Source: an optimization exercise on an open RTL-to-GDS flow (aim: small area, a short achievable clock period and few clock cycles per item). Production flows keep margins and buffers that such runs may drop. Where RTL was checked, it was by simulation tests only, not by an equivalence proof against the original. The RTL of run 5 was laid out without a check of its function. Power and IR drop assume default switching activity.

<file path="flow/run.sh">
#!/bin/bash
# The standard layout, with the port buffers made of the smallest buffer cell
# instead of the delay buffer ORFS picks by default.
set -euo pipefail
export BUFFER_PORTS_ARGS="-buffer_cell sky130_fd_sc_hd__buf_1"
bash standard.sh > standard.log 2>&1
</file>
<file path="config.mk">
export PLATFORM = sky130hd
export DESIGN_NAME = acq_core
export DESIGN_NICKNAME = acq_core
export VERILOG_FILES = /design/flow/design.v
export SDC_FILE = /design/flow/constraint.sdc
export NUM_CORES = 4
export LEC_CHECK = 0
export CAP_MARGIN = 20
export CORE_MARGIN = 2
export CORE_UTILIZATION = 40
export SLEW_MARGIN = 20
</file>
<file path="standard.sh">
#!/bin/bash
# synth_recipe.tcl (not shown) runs the flow's synth.tcl, then flattens the netlist and writes it again
# the make line also repeats each setting of config.mk as NAME=value (left out here)
make -C /OpenROAD-flow-scripts/flow DESIGN_CONFIG=/design/flow/config.mk WORK_HOME=/design/flow/orfs CLKGATE_MAP_FILE= SYNTH_SCRIPT=/design/flow/synth_recipe.tcl "${@:-finish}"
</file>
<file path="design.v">
module acq_core (
    input             clk,
    input             rst,           
    input             cmd_valid,
    output            cmd_ready,
    input      [31:0] cmd_data,
    output reg        done,
    output reg        rpt_valid,
    output     [15:0] rpt_loc,
    output     [3:0]  rpt_kind,
    output     [15:0] rpt_extra,
    output reg [3:0]  res_kind,
    output     [15:0] res_loc,
    output     [15:0] res_extra,
    output reg [7:0]  res_value,
    output     [71:0] buf_bytes,
    output reg        td_c_sign,
    output reg [7:0]  td_c_whole,
    output reg [3:0]  td_c_frac,
    output reg        td_f_sign,
    output reg [7:0]  td_f_whole,
    output reg [3:0]  td_f_frac,
    output reg        log_verbose
);
    localparam [7:0] OP_BUF_LOAD     = 8'h01;
    localparam [7:0] OP_CRC_COMPUTE  = 8'h02;
    localparam [7:0] OP_CRC_VALIDATE = 8'h03;
    localparam [7:0] OP_SET_LOGGING  = 8'h04;
    localparam [7:0] OP_TD_DECODE    = 8'h20;
    localparam [7:0] OP_TD_C_TO_F    = 8'h21;
    localparam [3:0] K_NONE         = 4'd0;
    localparam [3:0] K_CHECKSUM     = 4'd7;
    localparam [3:0] K_RES_MISMATCH = 4'd8;
    localparam [3:0] K_SP_CORRUPT   = 4'd9;
    localparam [3:0] K_ILLEGAL      = 4'd11;
    localparam [1:0] S_IDLE = 2'd0;      
    localparam [1:0] S_REC2 = 2'd1;      
    localparam [1:0] S_CRCW = 2'd2;      
    localparam [1:0] S_FAHR = 2'd3;      
    reg [1:0]  state;
    reg [71:0] buf_r;
    wire [7:0] bufr [0:8];
    reg [7:0]  c_op;
    reg [3:0]  c_a;
    reg [15:0] c_lo;
    reg        c_trace;       
    genvar gi;
    generate
        for (gi = 0; gi < 9; gi = gi + 1) begin : g_buf
            assign bufr[gi] = buf_r[8*gi +: 8];
        end
    endgenerate
    assign buf_bytes = buf_r;
    assign cmd_ready = (state == S_IDLE);
    wire accept = cmd_valid && (state == S_IDLE);
    function [7:0] crc8_byte(input [7:0] crc_in, input [7:0] b);
        integer i;
        reg [7:0] r;
        begin
            r = crc_in;
            for (i = 0; i < 8; i = i + 1) begin
                if (r[0] ^ b[i])
                    r = (r >> 1) ^ 8'h8C;
                else
                    r = r >> 1;
            end
            crc8_byte = r;
        end
    endfunction
    function [7:0] res_cfg(input [1:0] r);
        res_cfg = {1'b0, r, 5'h1F};
    endfunction
    function [3:0] res_mask(input [1:0] r);
        res_mask = {1'b1, r != 2'd0, r[1], r == 2'd3};
    endfunction
    localparam [1023:0] DIV5_T = 1024'hcac9c8c4c3c2c1c0bcbbbab9b8b4b3b2b1b0acabaaa9a8a4a3a2a1a09c9b9a999894939291908c8b8a898884838281807c7b7a797874737271706c6b6a696864636261605c5b5a595854535251504c4b4a494844434241403c3b3a393834333231302c2b2a292824232221201c1b1a191814131211100c0b0a09080403020100;
    localparam [895:0] DM10_T = 896'h00000000000000000000000000000000000000000000000000000000000000000000000000000000000000000000002446890a0b96ed59b2000000000020386cd19b1529d2a40000000000193050992a34264b96000000000012224060b95264448800000000000b1424404870a0c080;
    localparam [63:0] POS_T = 64'h9988766544332110;
    localparam [63:0] NEG_T = 64'h0112334456677899;
    function [3:0] pos_frac(input [3:0] i);
        pos_frac = POS_T[4*i +: 4];
    endfunction
    function [3:0] neg_frac(input [3:0] i);
        neg_frac = NEG_T[4*i +: 4];
    endfunction
    function [7:0] div5(input [6:0] w);
        div5 = DIV5_T[8*w +: 8];
    endfunction
    function [6:0] dm10(input [2:0] b, input [3:0] f);
        dm10 = DM10_T[7*{b, f} +: 7];
    endfunction
    wire [7:0] i_op = cmd_data[31:24];
    wire [7:0] i_a  = cmd_data[23:16];
    wire [7:0] i_b  = cmd_data[15:8];
    wire       i_g  = cmd_data[0];
    wire       i_z0 = (cmd_data[7:1] == 7'd0);
    wire       i_b0 = (i_b == 8'd0);
    wire is_load = (i_op == OP_BUF_LOAD);
    wire is_crcc = (i_op == OP_CRC_COMPUTE);
    wire is_crcv = (i_op == OP_CRC_VALIDATE);
    wire is_slog = (i_op == OP_SET_LOGGING);
    wire is_tdd  = (i_op == OP_TD_DECODE);
    wire is_c2f  = (i_op == OP_TD_C_TO_F);
    wire ok_load = is_load && i_z0 && !i_g && (i_a <= 8'd8);
    wire ok_crcc = is_crcc && i_z0 && !i_g && i_b0 && (i_a >= 8'd1) && (i_a <= 8'd9);
    wire ok_crcv = is_crcv && i_z0 && !i_g && i_b0 && ((i_a == 8'd7) || (i_a == 8'd8));
    wire ok_slog = is_slog && i_z0 && !i_g && i_b0 && (i_a <= 8'd1);
    wire ok_tdd  = is_tdd  && i_z0 && !i_g && i_b0 && (i_a <= 8'd3);
    wire ok_c2f  = is_c2f  && i_z0 && !i_a[7] && (i_b <= 8'd9);
    wire ok_crc  = ok_crcc || ok_crcv;
    wire legal   = ok_load || ok_crc || ok_slog || ok_tdd || ok_c2f;
    reg [7:0] crc_run;
    reg [3:0] eng_pos;
    reg  [7:0] eng_byte;
    always @(*) begin
        case (eng_pos)
            4'd0: eng_byte = bufr[0];
            4'd1: eng_byte = bufr[1];
            4'd2: eng_byte = bufr[2];
            4'd3: eng_byte = bufr[3];
            4'd4: eng_byte = bufr[4];
            4'd5: eng_byte = bufr[5];
            4'd6: eng_byte = bufr[6];
            4'd7: eng_byte = bufr[7];
            default: eng_byte = bufr[8];
        endcase
    end
    wire [7:0] crc_step = crc8_byte(crc_run & {8{eng_pos != 4'd0}}, eng_byte);
    wire wr_buf = accept && ok_load;
    wire crc_now = (eng_pos == i_a[3:0]);
    wire eng_restart = (wr_buf && (i_a[3:0] <= eng_pos)) ||
                       (accept && ok_crc && (eng_pos > i_a[3:0]));
    wire       crc_ne     = (crc_step != 8'd0);
    wire [7:0] cmp_byte_c = c_a[3] ? bufr[8] : bufr[7];
    wire       cfg_bad   = (bufr[4] != res_cfg(i_a[1:0]));
    wire       sp_bad    = (bufr[5] != 8'hFF) || (bufr[7] != 8'h10);
    wire [3:0] dec_fi    = bufr[0][3:0] & res_mask(bufr[4][6:5]);
    wire [7:0] dec_w     = {bufr[1][3:0], bufr[0][7:4]};
    wire       dec_sign  = dec_w[7];
    wire [6:0] dec_whole = dec_sign ? ~dec_w[6:0] : dec_w[6:0];
    wire [3:0] dec_frac  = dec_sign ? neg_frac(dec_fi) : pos_frac(dec_fi);
    reg        cel_s;
    reg [6:0]  cel_w;
    reg [3:0]  cel_f;
    reg        cel_ok;        
    wire       fs      = cel_s;
    wire [6:0] fw      = cel_w;
    wire [3:0] ff      = cel_f;
    wire [7:0] f_ab    = div5(fw);
    wire [4:0] f_a     = f_ab[7:3];
    wire [2:0] f_b     = f_ab[2:0];
    wire [6:0] f_yr    = dm10(f_b, ff);
    wire [3:0] f_r     = f_yr[3:0];
    wire [7:0] f_p     = {f_a, 3'b000} + f_a + f_b + f_yr[6:4];
    wire       f_e     = (ff != 4'd0) && (ff != 4'd5);    
    wire [7:0] f_sub   = f_p - 8'd32;
    wire       f_big   = (f_p >= 8'd32);
    wire       f_re    = (f_r != 4'd0) || f_e;
    wire       f_neg   = fs && f_big;
    wire [7:0] f_whole = !fs ? f_p + 8'd32 : f_big ? f_sub : f_re ? ~f_sub : -f_sub;
    wire [3:0] f_tenth = (!fs || f_big) ? f_r : f_re ? 4'd10 - f_r - f_e : 4'd0;
    wire k_ill = res_kind[3] & res_kind[1];             
    wire k_crc = res_kind[2];                           
    wire k_cfg = res_kind[3] & !res_kind[1] & !res_kind[0];   
    wire k_sp  = res_kind[3] & !res_kind[1] & res_kind[0];    
    assign res_loc = k_ill ? {8'hFF, c_op} :
                     k_crc ? 16'h0301 :
                     k_cfg ? 16'h2001 :
                     k_sp  ? 16'h2002 : 16'h0000;
    assign res_extra = k_ill ? c_lo :
                       k_crc ? {res_value, cmp_byte_c} :
                       k_cfg ? {bufr[4], res_cfg(c_a[1:0])} :
                       k_sp  ? {bufr[5], bufr[7]} : 16'h0000;
    assign rpt_loc   = c_trace ? {c_op, 8'h00} : res_loc;
    assign rpt_kind  = c_trace ? K_NONE : res_kind;
    assign rpt_extra = c_trace ? c_lo : res_extra;
    integer k;
    always @(posedge clk) begin
        if (accept && ok_c2f) begin
            cel_s <= i_g;
            cel_w <= i_a[6:0];
            cel_f <= i_b[3:0];
        end else begin
            cel_s <= dec_sign;
            cel_w <= dec_whole;
            cel_f <= dec_frac;
        end
        cel_ok <= !rst && !(accept && (ok_load || ok_c2f));
    end
    wire [7:0] buf_wdata = i_b & {8{!rst}};
    always @(posedge clk) begin
        for (k = 0; k < 9; k = k + 1)
            if (rst || (wr_buf && i_a[3:0] == k))
                buf_r[8*k +: 8] <= buf_wdata;
    end
    always @(posedge clk) begin
        if (rst) begin
            state       <= S_IDLE;
            done        <= 1'b0;
            rpt_valid   <= 1'b0;
            res_kind    <= 4'd0;
            res_value   <= 8'd0;
            td_c_sign   <= 1'b0;
            td_c_whole  <= 8'd0;
            td_c_frac   <= 4'd0;
            td_f_sign   <= 1'b0;
            td_f_whole  <= 8'd0;
            td_f_frac   <= 4'd0;
            log_verbose <= 1'b0;
            eng_pos     <= 4'd0;
        end else begin
            done      <= 1'b0;
            rpt_valid <= 1'b0;
            if (eng_restart) begin
                eng_pos <= 4'd0;
            end else if (eng_pos != 4'd9) begin
                crc_run <= crc_step;
                eng_pos <= eng_pos + 4'd1;
            end
            case (state)
                S_IDLE: begin
                    if (cmd_valid) begin
                        c_op <= i_op;
                        c_a  <= i_a[3:0];
                        c_lo <= cmd_data[15:0];
                        if (!legal) begin
                            res_kind  <= K_ILLEGAL;
                            rpt_valid <= 1'b1;
                            c_trace   <= 1'b0;
                            done      <= 1'b1;
                        end else begin
                            rpt_valid <= log_verbose;
                            c_trace   <= 1'b1;
                            res_kind  <= K_NONE;
                            if (ok_load) begin
                                done <= 1'b1;
                            end
                            if (ok_slog) begin
                                log_verbose <= i_a[0];
                                done <= 1'b1;
                            end
                            if (ok_crc) begin
                                if (crc_now) begin
                                    res_value <= crc_run;
                                    if (ok_crcv && crc_ne) begin
                                        res_kind <= K_CHECKSUM;
                                        if (log_verbose) begin
                                            state <= S_REC2;
                                        end else begin
                                            rpt_valid <= 1'b1;
                                            c_trace   <= 1'b0;
                                            done      <= 1'b1;
                                        end
                                    end else begin
                                        done <= 1'b1;
                                    end
                                end else begin
                                    state <= S_CRCW;
                                end
                            end
                            if (ok_tdd) begin
                                if (cfg_bad || sp_bad) begin
                                    res_kind <= cfg_bad ? K_RES_MISMATCH : K_SP_CORRUPT;
                                    if (log_verbose) begin
                                        state <= S_REC2;
                                    end else begin
                                        rpt_valid <= 1'b1;
                                        c_trace   <= 1'b0;
                                        done      <= 1'b1;
                                    end
                                end else if (cel_ok) begin
                                    td_c_sign  <= cel_s;
                                    td_c_whole <= {1'b0, cel_w};
                                    td_c_frac  <= cel_f;
                                    td_f_sign  <= f_neg;
                                    td_f_whole <= f_whole;
                                    td_f_frac  <= f_tenth;
                                    done       <= 1'b1;
                                end else begin
                                    state      <= S_FAHR;
                                end
                            end
                            if (ok_c2f)
                                state <= S_FAHR;
                        end
                    end
                end
                S_REC2: begin
                    rpt_valid <= 1'b1;
                    c_trace   <= 1'b0;
                    done      <= 1'b1;
                    state     <= S_IDLE;
                end
                S_CRCW: begin
                    if (eng_pos == c_a[3:0]) begin
                        res_value <= crc_run;
                        if (c_op[0] && crc_ne) begin
                            res_kind  <= K_CHECKSUM;
                            rpt_valid <= 1'b1;
                            c_trace   <= 1'b0;
                        end
                        done  <= 1'b1;
                        state <= S_IDLE;
                    end
                end
                S_FAHR: begin
                    if (!c_op[0]) begin
                        td_c_sign  <= cel_s;
                        td_c_whole <= {1'b0, cel_w};
                        td_c_frac  <= cel_f;
                    end
                    td_f_sign  <= f_neg;
                    td_f_whole <= f_whole;
                    td_f_frac  <= f_tenth;
                    done       <= 1'b1;
                    state      <= S_IDLE;
                end
            endcase
        end
    end
endmodule
</file>
<file path="constraint.sdc">
create_clock -name core_clock -period 15.0 [get_ports {clk}]
set_input_delay 3.0000 -clock core_clock [delete_from_list [all_inputs] [get_ports {clk}]]
set_output_delay 3.0000 -clock core_clock [all_outputs]
set_load 0.01 [all_outputs]
</file>
==> results of run 1 <==
## critical path, stage by stage, from the launching register on
cell       delay (ns)
dfxtp_1          0.54
inv_1            0.16
ha_1             0.33
nand2b_1         0.24
o221a_2          0.25
o21ai_0          0.28
o2111ai_2        0.26
nor2_2           0.48
inv_2            0.25
a2111oi_0        0.58
a311oi_1         0.11
a21oi_1          0.19
fa_1             0.44
ha_1             0.22
inv_1            0.07
fa_1             0.25
nor2b_1          0.06
o21ai_0          0.19
a21boi_0         0.14
o21bai_1         0.17
xnor2_1          0.14
nor3_1           0.32
nand2_1          0.37
or3_1            0.45
a311oi_1         0.29
## worst paths after layout
check | from | to | slack [ns] | cells after the start
hold reg to reg | td_c_whole[6] | td_c_whole[6] | 0.45 | 2
setup reg to reg | cel_w[1] | td_f_whole[0] | 8.12 | 24
hold / removal | td_c_whole[6] | td_c_whole[6] | 0.45 | 2
setup / recovery | cel_w[1] | td_f_whole[0] | 8.12 | 24
## stage by stage
step | power (mW) | hold WS [ns] | setup WS, ns | std cells
after floorplan | 1.15 | 0.479 | 9.09 | 1198
after global placement | 1.32 | 0.442 | 8.44 | 1681
after detailed placement | 1.33 | 0.447 | 8.21 | 1681
after CTS | 1.80 | 0.458 | 8.20 | 1713
after global routing | 1.91 | 0.481 | 7.32 | 1713
final | 1.80 | 0.454 | 8.12 | 1715
## registers in the layout, summed over array words and instances, names as in the netlist, 2 cells and up
name	cells
buf_r	72
c_a	4
c_lo	16
c_op	8
cel_f	4
cel_w	7
crc_run	8
eng_pos	4
res_kind	4
res_value	8
state	2
td_c_frac	4
td_c_whole	7
td_f_frac	4
td_f_whole	8
## layout make-up
| class | instances | area [µm²] |
|---|---|---|
| clock buffer | 17 | 425 |
| timing repair buffer | 228 | 906 |
| fill | 2604 | 14400 |
| inverter | 54 | 203 |
| sequential | 168 | 4450 |
| multi-input combinational | 890 | 6010 |
| clock inverter | 15 | 209 |
| antenna | 2 | 5.00 |
| tap | 341 | 427 |
## synthesized netlist by cell type, types with 40 or more instances
cell | instances | area (µm²)
dfxtp_1 | 59 | 1180
a21oi_1 | 71 | 355
nand2_1 | 114 | 428
a22oi_1 | 42 | 315
o21ai_0 | 66 | 330
nor2_1 | 111 | 417
nor3_1 | 41 | 205
clkbuf_1 | 49 | 184
ha_1 | 40 | 500
inv_1 | 49 | 184
edfxtp_1 | 109 | 3270
## cells by family (layout without fill, tap and decap cells)
family,count (synthesis),after routing,share of synthesized area [%]
other,1,3,0.0339
DFF,168,168,40.3
xor gates and xnor gates,42,42,3.46
adders and majority gates,46,46,5.52
muxes,61,61,6.24
and+or+nand+nor,410,410,17.9
AOI/OAI and AO/OA,330,330,21.0
buffers and inverters,140,314,5.58
## power breakdown
part	total (mW)	internal [mW]	switching [mW]
registers	0.608	0.550	0.0582
logic	0.728	0.273	0.454
clock network	0.467	0.231	0.236
## metal layers
layer	vias up	track usage [%]	part of all wire, %
met1	5000	36.0	44
met3	60	5.00	8.2
met4	0	6.91	2.3
met5	-	0	0
met2	486	39.9	46
li1	4740	-	-
==> results by group, run 1 <==
Status
  • Outcome: no timing/DRC/antenna violations

Die
  • I/O pins: 217
  • Initial Util: 40.9%
  • Die Wd: 170 µm
  • Die Ht: 170 µm
  • Core Area: 27000 µm²
  • Die footprint: 29000 µm²
  • Cell Rows: 60

Detailed routing
  • Via Count: 10.3k
  • Via/cell ratio: 6.00
  • Drt wl/cell: 21.9 µm
  • Post-route DRC violation count: 0
  • DRT iter0 DRCs: 1115
  • Routed WL: 37600 µm
  • Post-route ant nets: 0
  • DRT Pass-1 Iters: 9

Job
  • Max Cap Viol: 0

Clock tree
  • Clock-pin slew on the worst setup and hold paths: 0.08 ns
  • # resized after CTS: 0
  • Postcts setup bufs: 0
  • CTS Buffer Depth: 2
  • TritonCTS clock tree: yes
  • Root Buffer: clkbuf_16
  • TritonCTS Buffers: 17
  • Hold buffer count at cts: 0
  • Clock H-tree levels: 4
  • Worst-Skew Late Latency: 0.45 ns
  • Clk sinks: 168

Synthesis
  • Synthesized flop and latch total: 168
  • Post-synth ARST share: 0%
  • Post-synthesis cell count: 1198
  • Register area share after synthesis: 40.3%
  • Mapped Nets: 1278
  • Post-synth EDFFs: 109
  • Post-Syn Area: 11100 µm²
  • Synth warn: 1
  • Post-synthesis average cell area: 9.23 µm²
  • Synth cell types: 104
  • Post-synth top flop: edfxtp_1

Finish
  • Commonest non-fill, non-tap cell in the layout: buf_1
  • Nets: 1439
  • Most frequent cells in the layout: buf_1, nand2_1, nor2_1, edfxtp_1, a21oi_1
  • P&R area growth vs syn: 14.2%
  • Design area: 12600 µm²
  • Final Util: 46.8%
  • Layout cells sized above 1: 8.60%

GRT
  • Initial antenna violation count: 2
  • Final global-route overflow total: 0
  • Tot GR Track Use: 25.5%
  • Vias in the first global route: 9349
  • Largest net degree at the start of global routing: 54
  • Global-route wire length before repair: 56400 µm

Place
  • Routability cong.: 0.901
  • Hpwl dp: 27900 µm
  • Placed Instance Area: 12000 µm²
  • Port bufs: 215

Timing
  • RSZ-0062 raised after global routing: no
  • Actual transition at the worst max-transition pin: 1.08 ns
  • Fin crit period: 6.88 ns
  • Final Max Tran Viols: 0
  • Setup TNS: 0 ns
  • Setup violators final: 0
  • Max Clk Rate: 145 MHz
  • Clock Skews: 0.0135 ns
  • Final hold vios: 0
  • Slew headroom: 27.8%
  • Tcrit/Tclk final: 45.8%

Worst setup path
  • Crit Path Class: flip-flop to flip-flop
  • CP Capture Type: flip-flop
  • Crit path launch type: flip-flop
  • Crit path DAT: 7.22 ns
  • CP Data Required Time: 15.35 ns
  • Peak fanout along the critical path: 15

Pwr
  • Power density of the placed cells: 143 nW/µm²
  • Leak Pwr: 4.64 nW
  • Max VDD drop: 0.0818 mV

Worst hold path
  • Hold WC Path Type: flip-flop to flip-flop
Testbench counts, summed over its fixed seeds: cycles 4,583, commands 4,434.
==> run 2: changes to the inputs <==
--- a/design.v
+++ b/design.v
@@ -74,7 +74,7 @@
         res_mask = {1'b1, r != 2'd0, r[1], r == 2'd3};
     endfunction
     localparam [1023:0] DIV5_T = 1024'hcac9c8c4c3c2c1c0bcbbbab9b8b4b3b2b1b0acabaaa9a8a4a3a2a1a09c9b9a999894939291908c8b8a898884838281807c7b7a797874737271706c6b6a696864636261605c5b5a595854535251504c4b4a494844434241403c3b3a393834333231302c2b2a292824232221201c1b1a191814131211100c0b0a09080403020100;
-    localparam [895:0] DM10_T = 896'h00000000000000000000000000000000000000000000000000000000000000000000000000000000000000000000002446890a0b96ed59b2000000000020386cd19b1529d2a40000000000193050992a34264b96000000000012224060b95264448800000000000b1424404870a0c080;
+    localparam [1023:0] Y2_T = 1024'h0000000000000000000000000000000000000000000000000000000000000000000000000000000000000000000000000000000000008886848281797775737200000000000070686664636159575554000000000000525048464543413937360000000000003432302827252321191800000000000016141210090705030100;
     localparam [63:0] POS_T = 64'h9988766544332110;
     localparam [63:0] NEG_T = 64'h0112334456677899;
     function [3:0] pos_frac(input [3:0] i);
@@ -86,8 +86,8 @@
     function [7:0] div5(input [6:0] w);
         div5 = DIV5_T[8*w +: 8];
     endfunction
-    function [6:0] dm10(input [2:0] b, input [3:0] f);
-        dm10 = DM10_T[7*{b, f} +: 7];
+    function [7:0] y2(input [2:0] b, input [3:0] f);
+        y2 = Y2_T[8*{b, f} +: 8];
     endfunction
     wire [7:0] i_op = cmd_data[31:24];
     wire [7:0] i_a  = cmd_data[23:16];
@@ -140,18 +140,20 @@
     wire [6:0] dec_whole = dec_sign ? ~dec_w[6:0] : dec_w[6:0];
     wire [3:0] dec_frac  = dec_sign ? neg_frac(dec_fi) : pos_frac(dec_fi);
     reg        cel_s;
-    reg [6:0]  cel_w;
+    reg [4:0]  cel_a;
+    reg [2:0]  cel_b;
     reg [3:0]  cel_f;
     reg        cel_ok;        
+    wire       cel_ld  = cmd_valid && (i_op == OP_TD_C_TO_F);    
+    wire [6:0] cel_win = cel_ld ? i_a[6:0] : dec_whole;
+    wire [7:0] cel_ab  = div5(cel_win);
     wire       fs      = cel_s;
-    wire [6:0] fw      = cel_w;
     wire [3:0] ff      = cel_f;
-    wire [7:0] f_ab    = div5(fw);
-    wire [4:0] f_a     = f_ab[7:3];
-    wire [2:0] f_b     = f_ab[2:0];
-    wire [6:0] f_yr    = dm10(f_b, ff);
+    wire [4:0] f_a     = cel_a;
+    wire [2:0] f_b     = cel_b;
+    wire [7:0] f_yr    = y2(f_b, ff);
     wire [3:0] f_r     = f_yr[3:0];
-    wire [7:0] f_p     = {f_a, 3'b000} + f_a + f_b + f_yr[6:4];
+    wire [7:0] f_p     = {f_a, 3'b000} + f_a + f_yr[7:4];
     wire       f_e     = (ff != 4'd0) && (ff != 4'd5);    
     wire [7:0] f_sub   = f_p - 8'd32;
     wire       f_big   = (f_p >= 8'd32);
@@ -176,16 +178,11 @@
     assign rpt_extra = c_trace ? c_lo : res_extra;
     integer k;
     always @(posedge clk) begin
-        if (accept && ok_c2f) begin
-            cel_s <= i_g;
-            cel_w <= i_a[6:0];
-            cel_f <= i_b[3:0];
-        end else begin
-            cel_s <= dec_sign;
-            cel_w <= dec_whole;
-            cel_f <= dec_frac;
-        end
-        cel_ok <= !rst && !(accept && (ok_load || ok_c2f));
+        cel_s  <= cel_ld ? i_g : dec_sign;
+        cel_a  <= cel_ab[7:3];
+        cel_b  <= cel_ab[2:0];
+        cel_f  <= cel_ld ? i_b[3:0] : dec_frac;
+        cel_ok <= !rst && !(accept && ok_load) && !cel_ld;
     end
     wire [7:0] buf_wdata = i_b & {8{!rst}};
     always @(posedge clk) begin
@@ -269,9 +266,9 @@
                                         done      <= 1'b1;
                                     end
                                 end else if (cel_ok) begin
-                                    td_c_sign  <= cel_s;
-                                    td_c_whole <= {1'b0, cel_w};
-                                    td_c_frac  <= cel_f;
+                                    td_c_sign  <= dec_sign;
+                                    td_c_whole <= {1'b0, dec_whole};
+                                    td_c_frac  <= dec_frac;
                                     td_f_sign  <= f_neg;
                                     td_f_whole <= f_whole;
                                     td_f_frac  <= f_tenth;
@@ -305,9 +302,9 @@
                 end
                 S_FAHR: begin
                     if (!c_op[0]) begin
-                        td_c_sign  <= cel_s;
-                        td_c_whole <= {1'b0, cel_w};
-                        td_c_frac  <= cel_f;
+                        td_c_sign  <= dec_sign;
+                        td_c_whole <= {1'b0, dec_whole};
+                        td_c_frac  <= dec_frac;
                     end
                     td_f_sign  <= f_neg;
                     td_f_whole <= f_whole;
--- a/config.mk
+++ b/config.mk
@@ -7,5 +7,6 @@
 export LEC_CHECK = 0
 export CAP_MARGIN = 20
 export CORE_MARGIN = 2
-export CORE_UTILIZATION = 40
+export CORE_UTILIZATION = 65
+export CTS_BUF_LIST = sky130_fd_sc_hd__clkbuf_4 sky130_fd_sc_hd__clkbuf_8
 export SLEW_MARGIN = 20
==> run 2 against run 1 <==
Net effect:
- maximum frequency increased by 18%
- global-route usage grew 11 points
- die area decreased by 39%
- sequential power rose by 3%
- core utilization up 27 points
- cell count decreased by 11%
- critical endpoint is now cel_b[0]
- critical path type is now input pin to flip-flop
- routed wire length fell by 14%
- setup slack better by 1.1 ns
- critical path depth shrank 14
- clock-buffer cell count stayed put
- sequential share of layout area up 1.8 points
==> results by group, run 2 <==
Status
  • Outcome: no timing/DRC/antenna violations

Place
  • Routability cong.: 0.979 (+8.7%)
  • Dpl cells: 1497 (-11%)
  • Port bufs: 215 (unchanged)
  • Hpwl dp: 23700 µm (-15%)

Synthesis
  • Post-synthesis average cell area: 9.58 µm² (+3.7%)
  • Post-synth ARST share: 0% (unchanged)
  • Area fraction of the dominant cell type after synthesis: 30.2% (+0.57 points)
  • Commonest cells in the netlist: nand2_1, edfxtp_1, nor2_1, a21oi_1, dfxtp_1
  • Post-synth EDFFs: 109 (unchanged)
  • Synth area leader: edfxtp_1
  • Post-synth top flop: edfxtp_1
  • Synth warn: 1 (unchanged)
  • Post-synthesis cell count: 1133 (-5.4%)
  • Register area share after synthesis: 41.2% (+0.96 points)
  • Mapped Nets: 1214 (-5.0%)
  • Synthesized flop and latch total: 169 (+0.60%)
  • Most common cell in the netlist: nand2_1
  • Post-Syn Area: 10900 µm² (-1.9%)
  • Synth area leaders: edfxtp_1, dfxtp_1, ha_1, nand2_1, mux2_2
  • Synth cell types: 99 (-4.8%)

Timing
  • Clock Skews: 0.0257 ns (+0.0122 ns)
  • Actual transition at the worst max-transition pin: 1.12 ns (+0.0423 ns)
  • Slew headroom: 23.2% (-4.6 points)
  • Setup violators final: 0 (unchanged)
  • Worst hold slack: 0.463 ns (+0.00940 ns)
  • Tcrit/Tclk final: 38.8% (-7.1 points)
  • RSZ-0062 raised after global routing: no
  • Final Max Tran Viols: 0 (unchanged)
  • Fin crit period: 5.81 ns (-1.06 ns)
  • Max Clk Rate: 172 MHz (+18%)
  • Final hold vios: 0 (unchanged)
  • Setup TNS: 0 ns (unchanged)

Finish
  • P&R area growth vs syn: 11.4%
  • Largest Register: buf_r
  • Post-Layout Cell Count: 1529 (-11%)
  • Nets: 1377 (-4.3%)
  • Ant. Diodes: 0 (-2)
  • Commonest non-fill, non-tap cell in the layout: buf_1
  • Largest register FFs: 72 (unchanged)
  • Top flop regs: buf_r x72, c_lo x16
  • Layout cells sized above 1: 9.32% (+0.72 points)
  • Most frequent cells in the layout: buf_1, nand2_1, edfxtp_1, nor2_1, a21oi_1

Detailed routing
  • DRT Pass-1 Iters: 5 (-4)
  • Post-route ant nets: 0 (unchanged)
  • Drt wl/cell: 21.2 µm (-3.1%)
  • Routed WL: 32400 µm (-14%)
  • Via Count: 9918 (-3.6%)
  • Via/cell ratio: 6.49 (+8.2%)
  • DRT iter0 DRCs: 1028 (-7.8%)
  • Post-route DRC violation count: 0 (unchanged)

Die
  • Die Ht: 133 µm (-22%)
  • Die Wd: 133 µm (-22%)
  • Cell Rows: 47 (-22%)
  • Initial Util: 65.9% (+25 points)
  • Core Area: 16500 µm² (-39%)
  • Die footprint: 17700 µm² (-39%)
  • I/O pins: 217 (unchanged)

Pwr
  • Pint: 974 µW (-7.6%)
  • Switch share: 39.4% (-2.1 points)
  • Max VDD drop: 0.0895 mV (+9.4%)
  • Power share of the sequential group: 38.8% (+5.1 points)
  • Power density of the placed cells: 133 nW/µm² (-6.8%)
  • Leak Pwr: 4.42 nW (-4.6%)
  • Power Total: 1.61 mW (-11%)
  • Net switching power: 634 µW (-15%)
  • Gate power share: 38.4% (-2.0 points)
  • Clock power share: 22.8% (-3.1 points)

Worst setup path
  • Cell Chain, Critical Path: buf_1 > nor4_4 > nand4_4 > mux2_2 > clkinv_1 > ha_1 > mux2_1 > mux4_2 > o211ai_1 > a21boi_1
  • Slowest cell on the critical path: nor4_4
  • Peak fanout along the critical path: 18 (+3)
  • Slowest cell delay on critical path: 0.47 ns (-0.11 ns)
  • CP Data Required Time: 15.42 ns (+0.07 ns)
  • Crit Path Class: input pin to flip-flop
  • Crit path DAT: 6.24 ns (-0.98 ns)
  • CP Capture Type: flip-flop
  • Crit path launch type: input pin

Clock tree
  • Root Buffer: clkbuf_8
  • # resized after CTS: 0 (unchanged)
  • TritonCTS Buffers: 17 (unchanged)
  • Postcts setup bufs: 0 (unchanged)
  • TritonCTS clock tree: yes
  • Clock H-tree levels: 4 (unchanged)
  • Clk sinks: 169 (+0.60%)
  • CTS Buffer Depth: 2 (unchanged)
  • Hold buffer count at cts: 0 (unchanged)
  • Clock-pin slew on the worst setup and hold paths: 0.11 ns (+0.03 ns)
  • Worst-Skew Late Latency: 0.48 ns (+0.03 ns)

Worst hold path
  • Hold WC Path Type: flip-flop to flip-flop

GRT
  • Final global-route overflow total: 0 (unchanged)
  • Tot GR Track Use: 36.4% (+11 points)
  • Largest net degree at the start of global routing: 52 (-3.7%)
  • Vias in the first global route: 8933 (-4.4%)
  • Initial antenna violation count: 0 (-2)
  • Global-route wire length before repair: 50200 µm (-11%)

Job
  • Max Cap Viol: 0 (unchanged)
==> run 2: cell types whose count changed after synthesis, sizes merged, moves of 9 or more <==
cell,delta
a22oi,-15
inv,-17
a211o,-9
xor2,+13
nor2,-10
o21ai,-17
==> run 2: metrics by stage <==
stage / area [µm²] / worst slack (ns) / utilization (%)
finish: 12100 / 9.19 / 73.4
global route: 12100 / 8.99 / 73.4
CTS: 12100 / 8.93 / 73.4
detailed placement: 11600 / 8.72 / 70.6
global placement: 11600 / 8.81 / 70.6
floorplan: 10900 / 9.36 / -
==> run 2: final timing paths <==
| check | startpoint | end | slack (ns) | cells past startpoint |
|---|---|---|---|---|
| worst max-delay path | cmd_data[28] | cel_b[0] | 9.19 | 10 |
| worst min-delay path | td_f_whole[2] | td_f_whole[2] | 0.46 | 2 |
| worst max register to register | cel_f[2] | td_f_frac[3] | 10.51 | 18 |
| worst min register to register | td_f_whole[2] | td_f_whole[2] | 0.46 | 2 |
==> run 2: logic make-up after synthesis <==
family | Yosys count | synth area share (%)
and+or+nand+nor | 375 | 17.2
DFF | 169 | 41.2
muxes | 70 | 7.13
xor gates and xnor gates | 47 | 4.35
AOI/OAI and AO/OA | 304 | 19.5
other | 1 | 0.0346
buffers and inverters | 121 | 5.02
adders and majority gates | 46 | 5.51
==> run 2: area by class of cell <==
cell class	count	area, µm²
Clock inverter	15	228
Timing Repair Buffer	227	898
Tap cell	220	275
Fill cell	1295	4370
Clock buffer	17	234
Sequential cell	169	4470
Multi-Input combinational cell	843	5840
Inverter	38	143
==> run 2: metal layers <==
layer	routed length [µm]	share of wire (%)	global-route usage, %
met1	13500	42	52.4
met2	14900	46	56.8
met4	693	2.1	10.0
met3	3330	10	6.96
met5	0	0	0
==> run 2: power groups by stage <==
stage	Sequential, mW	Clock [mW]	Combinational (mW)
6_report	0.624	0.366	0.618
5_1_grt	0.629	0.381	0.678
4_1_cts	0.621	0.365	0.609
3_5_place_dp	0.631	0	0.602
3_3_place_gp	0.631	0	0.589
2_1_floorplan	0.601	0	0.487
==> run 2: worst max-delay path, delay by kind of cell <==
family / cells / cell delay (ns)
adders and majority gates: 1 / 0.45
buffers and inverters: 2 / 0.38
muxes: 3 / 1.20
and+or+nand+nor: 2 / 0.88
AOI/OAI and AO/OA: 2 / 0.31
Testbench counts of run 2, summed over its fixed seeds: cycles 4,583, commands 4,434.
==> run 3: changes to the inputs <==
--- a/config.mk
+++ b/config.mk
@@ -8,5 +8,4 @@
 export CAP_MARGIN = 20
 export CORE_MARGIN = 2
 export CORE_UTILIZATION = 65
-export CTS_BUF_LIST = sky130_fd_sc_hd__clkbuf_4 sky130_fd_sc_hd__clkbuf_8
 export SLEW_MARGIN = 20
==> run 3 against run 2 <==
Net effect:
- setup slack lost 0.058 ns
- register-to-register slack gained 0.03 ns
- highest routed layer unchanged
- clock skew shrank 0.011 ns
- core utilization grew 1.2 points
- global-route usage shrank 0.066 points
- clock-buffer cell count is the same
- synthesized area is the same
- still clean
- sequential share of layout area shrank 0.58 points
- sequential cell count is the same
- hold slack lost 0.0050 ns
- clock power grew about 30%
- die area is the same
==> results by group, run 3 <==
Worst hold path
  • WHS Endpoint: td_f_whole[2]
  • Hold WC Path Type: flip-flop to flip-flop
  • Hold path startpoint: td_f_whole[2]
  • Worst hold stages: 2 (unchanged)

Synthesis
  • Post-synth EDFFs: 109 (unchanged)
  • Commonest cells in the netlist: nand2_1, edfxtp_1, nor2_1, a21oi_1, dfxtp_1
  • Post-synthesis average cell area: 9.58 µm² (unchanged)
  • Synth warn: 1 (unchanged)
  • Register area share after synthesis: 41.2% (unchanged)
  • Synth cell types: 99 (unchanged)
  • Mapped Nets: 1214 (unchanged)
  • Post-synthesis cell count: 1133 (unchanged)
  • Post-synth top flop: edfxtp_1
  • Synthesized flop and latch total: 169 (unchanged)
  • Most common cell in the netlist: nand2_1
  • Synth area leaders: edfxtp_1, dfxtp_1, ha_1, nand2_1, mux2_2
  • Post-Syn Area: 10900 µm² (unchanged)
  • Area fraction of the dominant cell type after synthesis: 30.2% (unchanged)
  • Post-synth ARST share: 0% (unchanged)
  • Synth area leader: edfxtp_1

Finish
  • Largest Register: buf_r
  • Nets: 1377 (unchanged)
  • Ant. Diodes: 0 (unchanged)
  • Post-Layout Cell Count: 1529 (unchanged)
  • Layout cells sized above 1: 9.32% (unchanged)
  • Top flop regs: buf_r x72, c_lo x16
  • Design area: 12300 µm² (+1.6%)
  • Largest register FFs: 72 (unchanged)
  • Commonest non-fill, non-tap cell in the layout: buf_1
  • P&R area growth vs syn: 13.2%
  • Most frequent cells in the layout: buf_1, nand2_1, edfxtp_1, nor2_1, a21oi_1

Detailed routing
  • Post-route ant nets: 0 (unchanged)
  • Via/cell ratio: 6.46 (-0.39%)
  • Routed WL: 32500 µm (+0.11%)
  • DRT Pass-1 Iters: 7 (+2)
  • DRT iter0 DRCs: 1077 (+4.8%)
  • Drt wl/cell: 21.2 µm (+0.11%)
  • Post-route DRC violation count: 0 (unchanged)
  • Via Count: 9879 (-0.39%)

Die
  • Die Ht: 133 µm (unchanged)
  • Die footprint: 17700 µm² (unchanged)
  • Cell Rows: 47 (unchanged)
  • Initial Util: 65.9% (unchanged)
  • Core Area: 16500 µm² (unchanged)
  • Die Wd: 133 µm (unchanged)
  • I/O pins: 217 (unchanged)

GRT
  • Vias in the first global route: 8929 (-0.045%)
  • Largest net degree at the start of global routing: 52 (unchanged)
  • Initial antenna violation count: 0 (unchanged)
  • Global-route wire length before repair: 50100 µm (-0.17%)
  • Tot GR Track Use: 36.3% (-0.066 points)
  • Final global-route overflow total: 0 (unchanged)

Pwr
  • Power share of the sequential group: 36.4% (-2.4 points)
  • Max VDD drop: 0.0965 mV (+7.8%)
  • Power density of the placed cells: 140 nW/µm² (+5.1%)
  • Switch share: 37.5% (-1.9 points)
  • Gate power share: 35.8% (-2.6 points)
  • Clock power share: 27.8% (+5.0 points)
  • Power Total: 1.72 mW (+6.8%)
  • Pint: 1.07 mW (+10%)
  • Net switching power: 644 µW (+1.7%)
  • Leak Pwr: 4.51 nW (+2.0%)

Worst setup path
  • CP Capture Type: flip-flop
  • Crit path launch type: input pin
  • R2R depth: 18 (unchanged)
  • R2R Setup Slk: 10.54 ns (+0.03 ns)
  • RR Endpoint: td_f_frac[3]
  • Slowest cell on the critical path: nor4_4
  • CP Data Required Time: 15.38 ns (-0.04 ns)
  • Peak fanout along the critical path: 18 (unchanged)
  • Slowest cell delay on critical path: 0.48 ns (about the same)
  • Cell Chain, Critical Path: buf_1 > nor4_4 > nand4_4 > mux2_2 > clkinv_1 > ha_1 > mux2_1 > mux4_2 > o211ai_1 > a21boi_1
  • FF-to-FF Start: cel_f[2]
  • Crit Path Class: input pin to flip-flop
  • Crit path DAT: 6.25 ns (about the same)

Timing
  • Setup TNS: 0 ns (unchanged)
  • RSZ-0062 raised after global routing: no
  • Worst hold slack: 0.458 ns (-0.00505 ns)
  • Tcrit/Tclk final: 39.2% (+0.39 points)
  • Final Max Tran Viols: 0 (unchanged)
  • Slew headroom: 22.7% (-0.53 points)
  • Actual transition at the worst max-transition pin: 1.16 ns (+0.0346 ns)
  • Fin crit period: 5.87 ns (+0.0585 ns)
  • Setup violators final: 0 (unchanged)
  • Final hold vios: 0 (unchanged)
  • Clock Skews: 0.0144 ns (-0.0113 ns)
  • Max Clk Rate: 170 MHz (-0.99%)

Job
  • Max Cap Viol: 0 (unchanged)

Place
  • Routability cong.: 0.979 (unchanged)
  • Port bufs: 215 (unchanged)
  • Placed Instance Area: 11600 µm² (unchanged)
  • Dpl cells: 1497 (unchanged)
  • Hpwl dp: 23700 µm (unchanged)

Clock tree
  • Clk sinks: 169 (unchanged)
  • Hold buffer count at cts: 0 (unchanged)
  • TritonCTS Buffers: 17 (unchanged)
  • Postcts setup bufs: 0 (unchanged)
  • Clock H-tree levels: 4 (unchanged)
  • TritonCTS clock tree: yes
  • Worst-Skew Late Latency: 0.44 ns (-0.04 ns)
  • Clock-pin slew on the worst setup and hold paths: 0.08 ns (-0.03 ns)
  • Root Buffer: clkbuf_16
  • # resized after CTS: 0 (unchanged)
  • CTS Buffer Depth: 2 (unchanged)

Status
  • Outcome: no timing/DRC/antenna violations
==> run 3: kinds of logic (layout without fill, tap and decap cells) <==
group,after synthesis,in the layout,synth area share [%]
compound gates,304,304,19.5
xor+xnor,47,47,4.35
fa+ha+maj,46,46,5.51
buf+inv,121,297,5.02
flops,169,169,41.2
mux,70,70,7.13
other cells,1,1,0.0346
simple gates,375,375,17.2
==> run 3: routing by layer <==
| metal | global-route usage (%) | up-vias | share of wire, % | wire length [µm] |
|---|---|---|---|---|
| li1 | - | 4520 | - | - |
| met1 | 51.5 | 4627 | 42 | 13600 |
| met2 | 56.4 | 648 | 45 | 14600 |
| met3 | 6.81 | 84 | 10 | 3290 |
| met4 | 12.6 | 0 | 2.9 | 945 |
| met5 | 0 | - | 0 | 0 |
==> run 3: metrics by stage <==
stage / setup slack, ns / utilization [%]
after floorplan: 9.36 / -
after global placement: 8.81 / 70.6
after detailed placement: 8.72 / 70.6
after CTS: 8.99 / 74.6
after global routing: 8.93 / 74.6
final: 9.13 / 74.6
==> run 3: area by class of cell <==
class	count	area, µm²
Clock inverter	15	228
Clock buffer	17	425
Inverter	38	143
Multi-Input combinational cell	843	5840
Timing Repair Buffer	227	898
Fill cell	1257	4180
Sequential cell	169	4470
Tap cell	220	275
==> run 3: power by group through the flow <==
stage	Combinational (mW)	Sequential, mW	Clock, mW
6_report	0.615	0.624	0.477
5_1_grt	0.680	0.629	0.494
4_1_cts	0.608	0.621	0.478
3_5_place_dp	0.602	0.631	0
3_3_place_gp	0.589	0.631	0
2_1_floorplan	0.487	0.601	0
==> run 3: worst max-delay path by stage <==
stage | startpoint | endpoint | slack (ns) | cells past startpoint
after global routing | cmd_data[28] | cel_b[0] | 8.93 | 10
after global placement | cmd_data[28] | cel_b[0] | 8.81 | 10
after floorplan | cmd_data[28] | cel_b[0] | 9.36 | 9
after detailed placement | cmd_data[28] | cel_b[0] | 8.72 | 10
final | cmd_data[28] | cel_b[0] | 9.13 | 10
after CTS | res_kind[3] | rpt_extra[4] | 8.99 | 6
==> run 3: critical path: cells and delay by family <==
family / cells / cell delay (ns)
compound gates: 2 / 0.31
fa+ha+maj: 1 / 0.45
buf+inv: 2 / 0.39
mux: 3 / 1.21
simple gates: 2 / 0.89
==> run 4: changes to the inputs <==
==> flow/run.sh (replaced) <==
#!/bin/bash
# The standard layout, with two changes to how it is made:
# - the port buffers are the smallest buffer cell instead of the delay buffer
#   ORFS picks by default;
# - timing repair works towards a setup slack of 9.5 ns at the 15 ns clock,
#   so that it also sizes the paths that already meet 15 ns.
set -euo pipefail
export BUFFER_PORTS_ARGS="-buffer_cell sky130_fd_sc_hd__buf_1"
export SETUP_SLACK_MARGIN=9.5
bash standard.sh > standard.log 2>&1
--- a/config.mk
+++ b/config.mk
@@ -8,4 +8,5 @@
 export CAP_MARGIN = 20
 export CORE_MARGIN = 2
 export CORE_UTILIZATION = 65
+export CTS_BUF_LIST = sky130_fd_sc_hd__clkbuf_4 sky130_fd_sc_hd__clkbuf_8
 export SLEW_MARGIN = 20
==> run 4 against run 3 <==
Net effect:
- sequential cell count stayed put
- first-iteration DRC count is 3.7% lower
- total power is 10% lower
- sequential share of layout area is 0.51 points higher
- core utilization is 0.86 points lower
- largest cell class unchanged
- design area is 1.2% lower
- critical endpoint is now buf_r[53]
- still clean on timing, DRC and antenna
- global-route usage is 0.56 points lower
- synthesized area stayed put
==> results by group, run 4 <==
Status
  • Outcome: no timing/DRC/antenna violations

Timing
  • Worst hold slack: 0.459 ns (+0.000374 ns)
  • Clock Skews: 0.0159 ns (+0.00148 ns)
  • Final Max Tran Viols: 0 (unchanged)
  • Setup violators final: 0 (unchanged)
  • Slew headroom: 23.1% (+0.43 points)
  • Tcrit/Tclk final: 36.6% (-2.5 points)
  • RSZ-0062 raised after global routing: yes
  • Max Clk Rate: 182 MHz (+6.9%)
  • Actual transition at the worst max-transition pin: 1.12 ns (-0.0331 ns)
  • Final hold vios: 0 (unchanged)
  • Setup TNS: 0 ns (unchanged)
  • Fin crit period: 5.49 ns (-0.380 ns)

Synthesis
  • Mapped Nets: 1214 (unchanged)
  • Synth area leader: edfxtp_1
  • Post-Syn Area: 10900 µm² (unchanged)
  • Most common cell in the netlist: nand2_1
  • Commonest cells in the netlist: nand2_1, edfxtp_1, nor2_1, a21oi_1, dfxtp_1
  • Register area share after synthesis: 41.2% (unchanged)
  • Synth area leaders: edfxtp_1, dfxtp_1, ha_1, nand2_1, mux2_2
  • Synthesized flop and latch total: 169 (unchanged)
  • Post-synthesis average cell area: 9.58 µm² (unchanged)
  • Post-synth ARST share: 0% (unchanged)
  • Post-synthesis cell count: 1133 (unchanged)
  • Synth cell types: 99 (unchanged)
  • Synth warn: 1 (unchanged)
  • Post-synth EDFFs: 109 (unchanged)
  • Post-synth top flop: edfxtp_1
  • Area fraction of the dominant cell type after synthesis: 30.2% (unchanged)

Clock tree
  • Hold buffer count at cts: 0 (unchanged)
  • Clk sinks: 169 (unchanged)
  • Clock-pin slew on the worst setup and hold paths: 0.09 ns (about the same)
  • TritonCTS clock tree: yes
  • Clock H-tree levels: 4 (unchanged)
  • Root Buffer: clkbuf_8
  • TritonCTS Buffers: 17 (unchanged)
  • Worst-Skew Late Latency: 0.46 ns (+0.02 ns)
  • CTS Buffer Depth: 2 (unchanged)

Finish
  • Commonest non-fill, non-tap cell in the layout: buf_1
  • Design area: 12100 µm² (-1.2%)
  • Post-Layout Cell Count: 1534 (+0.33%)
  • Largest Register: buf_r
  • P&R area growth vs syn: 11.9%
  • Nets: 1383 (+0.44%)
  • Top flop regs: buf_r x72, c_lo x16
  • Ant. Diodes: 0 (unchanged)
  • Largest register FFs: 72 (unchanged)
  • Filler cells: 1273 (+1.3%)
  • Layout cells sized above 1: 10.9% (+1.6 points)
  • Final Util: 73.7% (-0.86 points)
  • Most frequent cells in the layout: buf_1, nand2_1, edfxtp_1, nor2_1, a21oi_1

Die
  • Die Ht: 133 µm (unchanged)
  • Cell Rows: 47 (unchanged)
  • Die footprint: 17700 µm² (unchanged)
  • Die Wd: 133 µm (unchanged)
  • I/O pins: 217 (unchanged)
  • Core Area: 16500 µm² (unchanged)
  • Initial Util: 65.9% (unchanged)

Worst setup path
  • CP Capture Type: flip-flop
  • Crit path DAT: 5.59 ns (-0.66 ns)
  • Crit Path Class: input pin to flip-flop
  • Peak fanout along the critical path: 11 (-7)
  • Crit path launch type: input pin
  • CP Data Required Time: 15.10 ns (-0.28 ns)

GRT
  • Global-route wire length before repair: 49000 µm (-2.2%)
  • Tot GR Track Use: 35.7% (-0.56 points)
  • Final global-route overflow total: 0 (unchanged)
  • Largest net degree at the start of global routing: 52 (unchanged)
  • Initial antenna violation count: 0 (unchanged)
  • Vias in the first global route: 8659 (-3.0%)

Detailed routing
  • DRT iter0 DRCs: 1037 (-3.7%)
  • Via/cell ratio: 6.43 (-0.47%)
  • Drt wl/cell: 21.1 µm (-0.80%)
  • Routed WL: 32300 µm (-0.47%)
  • Post-route ant nets: 0 (unchanged)
  • DRT Pass-1 Iters: 9 (+2)
  • Post-route DRC violation count: 0 (unchanged)
  • Via Count: 9865 (-0.14%)

Place
  • Hpwl dp: 23800 µm (+0.62%)
  • Dpl cells: 1494 (-0.20%)
  • Port bufs: 215 (unchanged)
  • Placed Instance Area: 11600 µm² (-0.15%)
  • Routability cong.: 0.982 (+0.28%)

Pwr
  • Power density of the placed cells: 127 nW/µm² (-9.1%)
  • Leak Pwr: 4.43 nW (-1.7%)
  • Pint: 936 µW (-13%)
  • Gate power share: 39.9% (+4.1 points)
  • Net switching power: 607 µW (-5.8%)
  • Clock power share: 19.4% (-8.4 points)
  • Max VDD drop: 0.0722 mV (-25%)
  • Power share of the sequential group: 40.6% (+4.2 points)
  • Switch share: 39.3% (+1.8 points)

Job
  • Max Cap Viol: 0 (unchanged)

Worst hold path
  • Hold WC Path Type: flip-flop to flip-flop
## run 4: cell counts after synthesis
Identical to the previous run, type by type.
## run 4: kinds of logic (layout without fill, tap and decap cells)
kind of cell / after synthesis / count (layout) / share of synthesized area (%)
and+or+nand+nor: 375 / 375 / 17.2
AOI/OAI and AO/OA: 304 / 304 / 19.5
DFF: 169 / 169 / 41.2
buffers and inverters: 121 / 302 / 5.02
muxes: 70 / 70 / 7.13
xor gates and xnor gates: 47 / 47 / 4.35
adders and majority gates: 46 / 46 / 5.51
other: 1 / 1 / 0.0346
## run 4: cell type report
class	count	area, µm²	area share, %
timing repair buffer	233	963	7.93
inverter	38	145	1.20
multi-input combinational	843	5920	48.8
clock buffer	18	241	1.99
tap	220	275	2.27
sequential	169	4480	36.9
clock inverter	13	110	0.907
## run 4: worst max-delay path: stages
cell and delay [ns]:
buf_1 0.26, or2_2 0.40, o21ai_0 0.26, nand3_1 0.14
or3_1 0.44, nor2_1 0.24, nand3_1 0.22, o21ai_1 0.63
## run 4: worst paths after layout
check	to	slack, ns	from	cells after the start
min	td_f_sign	0.46	td_f_sign	2
max reg2reg	td_f_frac[3]	10.41	cel_f[1]	18
max	buf_r[53]	9.51	cmd_data[16]	8
min reg2reg	td_f_sign	0.46	td_f_sign	2
## run 4: power by group through the flow
stage	combinational, mW	clock (mW)	sequential [mW]
floorplan	0.487	0	0.601
global placement	0.589	0	0.634
detailed placement	0.599	0	0.634
CTS	0.605	0.302	0.623
global route	0.675	0.319	0.629
finish	0.616	0.300	0.626
## run 4: stage by stage
stage | worst slack [ns] | power (mW)
floorplan | 9.53 | 1.09
global placement | 8.90 | 1.22
detailed placement | 8.81 | 1.23
CTS | 9.37 | 1.53
global route | 9.34 | 1.62
finish | 9.51 | 1.54
## run 4: what timing repair did
item | 4_1_cts | 5_1_grt
endpoints found under the setup margin | 118 | 104
cloned | 0 | 0
buffers inserted | 7 | 1
gates resized for setup | 14 | 17
pin swaps | 2 | 1
## run 4: metal layers
layer  GRT usage, %  share of wire (%)
met4           10.4                2.4
met1           52.5                 42
met3           7.00                 11
met5              0                  0
met2           54.2                 45
==> run 5: changes to the inputs <==
--- a/design.v
+++ b/design.v
@@ -33,15 +33,16 @@
     localparam [3:0] K_RES_MISMATCH = 4'd8;
     localparam [3:0] K_SP_CORRUPT   = 4'd9;
     localparam [3:0] K_ILLEGAL      = 4'd11;
-    localparam [1:0] S_IDLE = 2'd0;      
-    localparam [1:0] S_REC2 = 2'd1;      
-    localparam [1:0] S_CRCW = 2'd2;      
-    localparam [1:0] S_FAHR = 2'd3;      
-    reg [1:0]  state;
+    localparam [2:0] S_IDLE = 3'd0;      
+    localparam [2:0] S_REC2 = 3'd1;      
+    localparam [2:0] S_CRCW = 3'd2;      
+    localparam [2:0] S_FAHR = 3'd3;      
+    localparam [2:0] S_CLD  = 3'd4;      
+    reg [2:0]  state;
     reg [71:0] buf_r;
     wire [7:0] bufr [0:8];
     reg [7:0]  c_op;
-    reg [3:0]  c_a;
+    reg [6:0]  c_a;
     reg [15:0] c_lo;
     reg        c_trace;       
     genvar gi;
@@ -144,9 +145,11 @@
     reg [2:0]  cel_b;
     reg [3:0]  cel_f;
     reg        cel_ok;        
-    wire       cel_ld  = cmd_valid && (i_op == OP_TD_C_TO_F);    
-    wire [6:0] cel_win = cel_ld ? i_a[6:0] : dec_whole;
+    wire       cel_ld  = (state == S_CLD);    
+    wire [6:0] cel_win = cel_ld ? c_a : dec_whole;
     wire [7:0] cel_ab  = div5(cel_win);
+    wire       cel_sin = cel_ld ? c_lo[0] : dec_sign;
+    wire [3:0] cel_fin = cel_ld ? c_lo[11:8] : dec_frac;
     wire       fs      = cel_s;
     wire [3:0] ff      = cel_f;
     wire [4:0] f_a     = cel_a;
@@ -178,10 +181,10 @@
     assign rpt_extra = c_trace ? c_lo : res_extra;
     integer k;
     always @(posedge clk) begin
-        cel_s  <= cel_ld ? i_g : dec_sign;
+        cel_s  <= cel_sin;
         cel_a  <= cel_ab[7:3];
         cel_b  <= cel_ab[2:0];
-        cel_f  <= cel_ld ? i_b[3:0] : dec_frac;
+        cel_f  <= cel_fin;
         cel_ok <= !rst && !(accept && ok_load) && !cel_ld;
     end
     wire [7:0] buf_wdata = i_b & {8{!rst}};
@@ -218,7 +221,7 @@
                 S_IDLE: begin
                     if (cmd_valid) begin
                         c_op <= i_op;
-                        c_a  <= i_a[3:0];
+                        c_a  <= i_a[6:0];
                         c_lo <= cmd_data[15:0];
                         if (!legal) begin
                             res_kind  <= K_ILLEGAL;
@@ -278,10 +281,13 @@
                                 end
                             end
                             if (ok_c2f)
-                                state <= S_FAHR;
+                                state <= S_CLD;
                         end
                     end
                 end
+                S_CLD: begin
+                    state <= S_FAHR;
+                end
                 S_REC2: begin
                     rpt_valid <= 1'b1;
                     c_trace   <= 1'b0;
==> flow/run.sh (replaced) <==
#!/bin/bash
# The standard layout, with the port buffers made of the smallest buffer cell
# instead of the delay buffer ORFS picks by default.
set -euo pipefail
export BUFFER_PORTS_ARGS="-buffer_cell sky130_fd_sc_hd__buf_1"
bash standard.sh > standard.log 2>&1
==> run 5 against run 4 <==
Net effect:
- via count is 0.31% higher
- synthesized cell count is 0.88% higher
- maximum frequency is 14% lower
- still clean
- first-iteration DRC count is 18% higher
- largest power group unchanged
- critical endpoint is now rpt_extra[4]
- non-clock buffer count is 10 lower
- clock-buffer cell count is 1 lower
- critical path type is now flip-flop to output port
- largest cell class unchanged
- routed wire length is 0.19% higher
- sequential cell count is 4 higher
- design area is 0.53% lower
==> results by group, run 5 <==
Worst setup path
  • Slowest cell delay on critical path: 0.84 ns (+0.21 ns)
  • Peak fanout along the critical path: 13 (+2)
  • RR Endpoint: td_f_whole[0]
  • Crit path DAT: 3.42 ns (-2.17 ns)
  • CP Capture Type: output port
  • Cell Chain, Critical Path: nand2b_1 > nor3_1 > nor2_1 > nand2_1 > o21ai_0 > o21ai_0 > nand2_1 > o31ai_1 > mux2_2 > buf_1
  • CP Data Required Time: 12.00 ns (-3.10 ns)
  • Crit Path Class: flip-flop to output port
  • Crit path launch type: flip-flop
  • R2R depth: 19 (+1)
  • R2R Setup Slk: 10.09 ns (-0.32 ns)
  • Slowest cell on the critical path: nor3_1
  • FF-to-FF Start: cel_f[1]

Job
  • Max Cap Viol: 0 (unchanged)

Synthesis
  • Post-synth top flop: edfxtp_1
  • Synth cell types: 93 (-6.1%)
  • Area fraction of the dominant cell type after synthesis: 30.8% (+0.63 points)
  • Register area share after synthesis: 42.0% (+0.75 points)
  • Synth area leader: edfxtp_1
  • Post-synth ARST share: 0% (unchanged)
  • Post-Syn Area: 10900 µm² (+0.63%)
  • Post-synthesis cell count: 1143 (+0.88%)
  • Mapped Nets: 1220 (+0.49%)
  • Commonest cells in the netlist: nor2_1, edfxtp_1, nand2_1, a21oi_1, dfxtp_1
  • Synth area leaders: edfxtp_1, dfxtp_1, ha_1, nor2_1, nand2_1
  • Synth warn: 1 (unchanged)
  • Most common cell in the netlist: nor2_1
  • Post-synthesis average cell area: 9.55 µm² (-0.25%)
  • Synthesized flop and latch total: 173 (+2.4%)
  • Post-synth EDFFs: 112 (+2.8%)

Detailed routing
  • Post-route ant nets: 0 (unchanged)
  • DRT Pass-1 Iters: 7 (-2)
  • DRT iter0 DRCs: 1226 (+18%)
  • Via/cell ratio: 6.44 (+0.18%)
  • Via Count: 9896 (+0.31%)
  • Post-route DRC violation count: 0 (unchanged)
  • Routed WL: 32400 µm (+0.19%)
  • Drt wl/cell: 21.1 µm (about the same)

Place
  • DP Worst Slack: 8.88 ns (+0.0701 ns)
  • Port bufs: 215 (unchanged)
  • Hpwl dp: 24100 µm (+1.3%)
  • Dpl cells: 1503 (+0.60%)
  • Placed Instance Area: 11600 µm² (+0.28%)
  • Routability cong.: 0.978 (-0.36%)

Finish
  • P&R area growth vs syn: 10.6%
  • Design area: 12100 µm² (-0.53%)
  • Largest register FFs: 72 (unchanged)
  • Final Util: 73.1% (-0.65 points)
  • Multi-input gate area: 5770 µm² (-2.6%)
  • Largest Register: buf_r
  • Register area: 4580 µm² (+2.2%)
  • Most frequent cells in the layout: buf_1, nor2_1, edfxtp_1, nand2_1, a21oi_1
  • Post-Layout Cell Count: 1536 (+0.13%)
  • Ant. Diodes: 0 (unchanged)
  • Layout cells sized above 1: 8.43% (-2.4 points)
  • Commonest non-fill, non-tap cell in the layout: buf_1
  • Top flop regs: buf_r x72, c_lo x16
  • Filler cells: 1291 (+1.4%)
  • Nets: 1380 (-0.22%)

Timing
  • Final WS setup: 8.58 ns (-0.928 ns)
  • Actual transition at the worst max-transition pin: 1.02 ns (-0.108 ns)
  • Final hold vios: 0 (unchanged)
  • RSZ-0062 raised after global routing: no
  • Fin crit period: 6.42 ns (+0.928 ns)
  • Setup violators final: 0 (unchanged)
  • Final Max Tran Viols: 0 (unchanged)
  • Clock Skews: 0.0144 ns (-0.00146 ns)
  • Max Clk Rate: 156 MHz (-14%)
  • Setup TNS: 0 ns (unchanged)
  • Slew headroom: 31.7% (+8.6 points)
  • Tcrit/Tclk final: 42.8% (+6.2 points)
  • Worst hold slack: 0.471 ns (+0.0127 ns)

GRT
  • Global-route wire length before repair: 49100 µm (+0.16%)
  • Tot GR Track Use: 35.8% (about the same)
  • Final global-route overflow total: 0 (unchanged)
  • Vias in the first global route: 8687 (+0.32%)
  • Largest net degree at the start of global routing: 53 (+1.9%)
  • Initial antenna violation count: 0 (unchanged)

Pwr
  • Power share of the sequential group: 39.5% (-1.1 points)
  • Leak Pwr: 4.37 nW (-1.5%)
  • Net switching power: 630 µW (+3.9%)
  • Switch share: 39.1% (-0.22 points)
  • Clock power share: 21.8% (+2.4 points)
  • Power Total: 1.61 mW (+4.5%)
  • Gate power share: 38.7% (-1.2 points)
  • Pint: 981 µW (+4.9%)
  • Power density of the placed cells: 133 nW/µm² (+5.0%)
  • Max VDD drop: 0.0863 mV (+20%)

Clock tree
  • CTS Buffer Depth: 2 (unchanged)
  • Clk sinks: 173 (+2.4%)
  • Clock-pin slew on the worst setup and hold paths: 0.11 ns (+0.02 ns)
  • Hold buffer count at cts: 0 (unchanged)
  • TritonCTS Buffers: 17 (unchanged)
  • # resized after CTS: 0 (-14)
  • Clock H-tree levels: 4 (unchanged)
  • TritonCTS clock tree: yes
  • Root Buffer: clkbuf_8
  • Worst-Skew Late Latency: 0.47 ns (about the same)
  • Postcts setup bufs: 0 (-7)

Die
  • Die footprint: 17900 µm² (+0.61%)
  • Die Ht: 134 µm (+0.30%)
  • Core Area: 16500 µm² (+0.36%)
  • Die Wd: 134 µm (+0.30%)
  • Initial Util: 66.1% (+0.18 points)
  • I/O pins: 217 (unchanged)
  • Cell Rows: 47 (unchanged)

Status
  • Outcome: no timing/DRC/antenna violations

Worst hold path
  • Worst hold stages: 2 (unchanged)
  • WHS Endpoint: td_f_whole[5]
  • Hold WC Path Type: flip-flop to flip-flop
  • Hold path startpoint: td_f_whole[5]
## run 5: worst max-delay path by stage
stage / slack [ns] / cells after the start / startpoint / to
2_1_floorplan: 9.82 / 6 / cmd_data[3] / buf_r[64]
3_3_place_gp: 9.03 / 10 / cmd_data[12] / td_c_whole[1]
3_5_place_dp: 8.88 / 10 / cmd_data[12] / td_c_whole[4]
4_1_cts: 8.72 / 10 / res_kind[3] / rpt_extra[4]
5_1_grt: 8.27 / 10 / res_kind[3] / rpt_extra[4]
6_report: 8.58 / 10 / res_kind[3] / rpt_extra[4]
## run 5: cell type report
cell class / count / share of cell area, %
repair buffers: 223 / 7.25
multi-input cells: 846 / 47.8
well taps: 220 / 2.28
clock inverters: 15 / 1.52
flip-flops and latches: 173 / 38.0
clock buffers: 17 / 1.94
inverters: 42 / 1.31
## run 5: power by group through the flow
stage | sequential, mW | clock (mW) | combinational [mW]
floorplan | 0.615 | 0 | 0.490
global placement | 0.645 | 0 | 0.601
detailed placement | 0.645 | 0 | 0.609
CTS | 0.634 | 0.351 | 0.615
global route | 0.642 | 0.370 | 0.690
finish | 0.636 | 0.352 | 0.623
## run 5: critical path, delay by kind of cell, from the launching register on
family / cells / cell delay, ns
AND/OR/NAND/NOR: 5 / 1.41
flip-flops: 1 / 0.60
AO/OA/AOI/OAI: 3 / 0.54
multiplexers: 1 / 0.22
buffers and inverters: 1 / 0.16
## run 5: cells by family after synthesis
family / Yosys count / share of synthesized area (%)
AND/OR/NAND/NOR: 398 / 18.0
AO/OA/AOI/OAI: 295 / 19.1
flip-flops: 173 / 42.0
buffers and inverters: 124 / 5.32
multiplexers: 61 / 6.19
XOR/XNOR: 49 / 4.41
adder cells (fa/ha/maj): 42 / 5.02
other: 1 / 0.0343
## run 5: metal layers
layer,wire [µm],GRT usage (%),vias up
met5,0,0,-
met4,990,12.7,0
met3,3670,7.23,87
met2,14700,55.0,672
met1,13000,50.6,4601
li1,-,-,4536

## re-timing with driven ports
How much do the figures lean on ideal ports? The routed layouts below were timed once more, with nothing changed but the port constraints. Step 1, drivers: a clkbuf_16 drives clk and a buf_2 each remaining input, both assumed. Step 2 moves the port delays by t, midway between the first and last clock arrival at a register: inputs arrive t later, outputs are due t later. That takes back most of the time a late clock gives input paths. Three values: no drivers, after step 1, after step 2; two values: the first two.
run	t (ns)	setup WS [ns]	worst setup path after step 2
run 1	0.492	8.125 / 8.125 / 8.125	register to register
run 2	0.510	9.185 / 9.154 / 8.689	input to register
run 3	0.474	9.127 / 9.142 / 8.668	input to register
run 4	0.492	9.506 / 9.519 / 9.027	input to register
run 5	0.513	8.578 / 8.534 / 8.789	input to register
After both steps setup and hold are still met in every run listed. The setup slack of run 2, which loses most, moves by -0.031 ns with the drivers and by -0.496 ns with both steps.
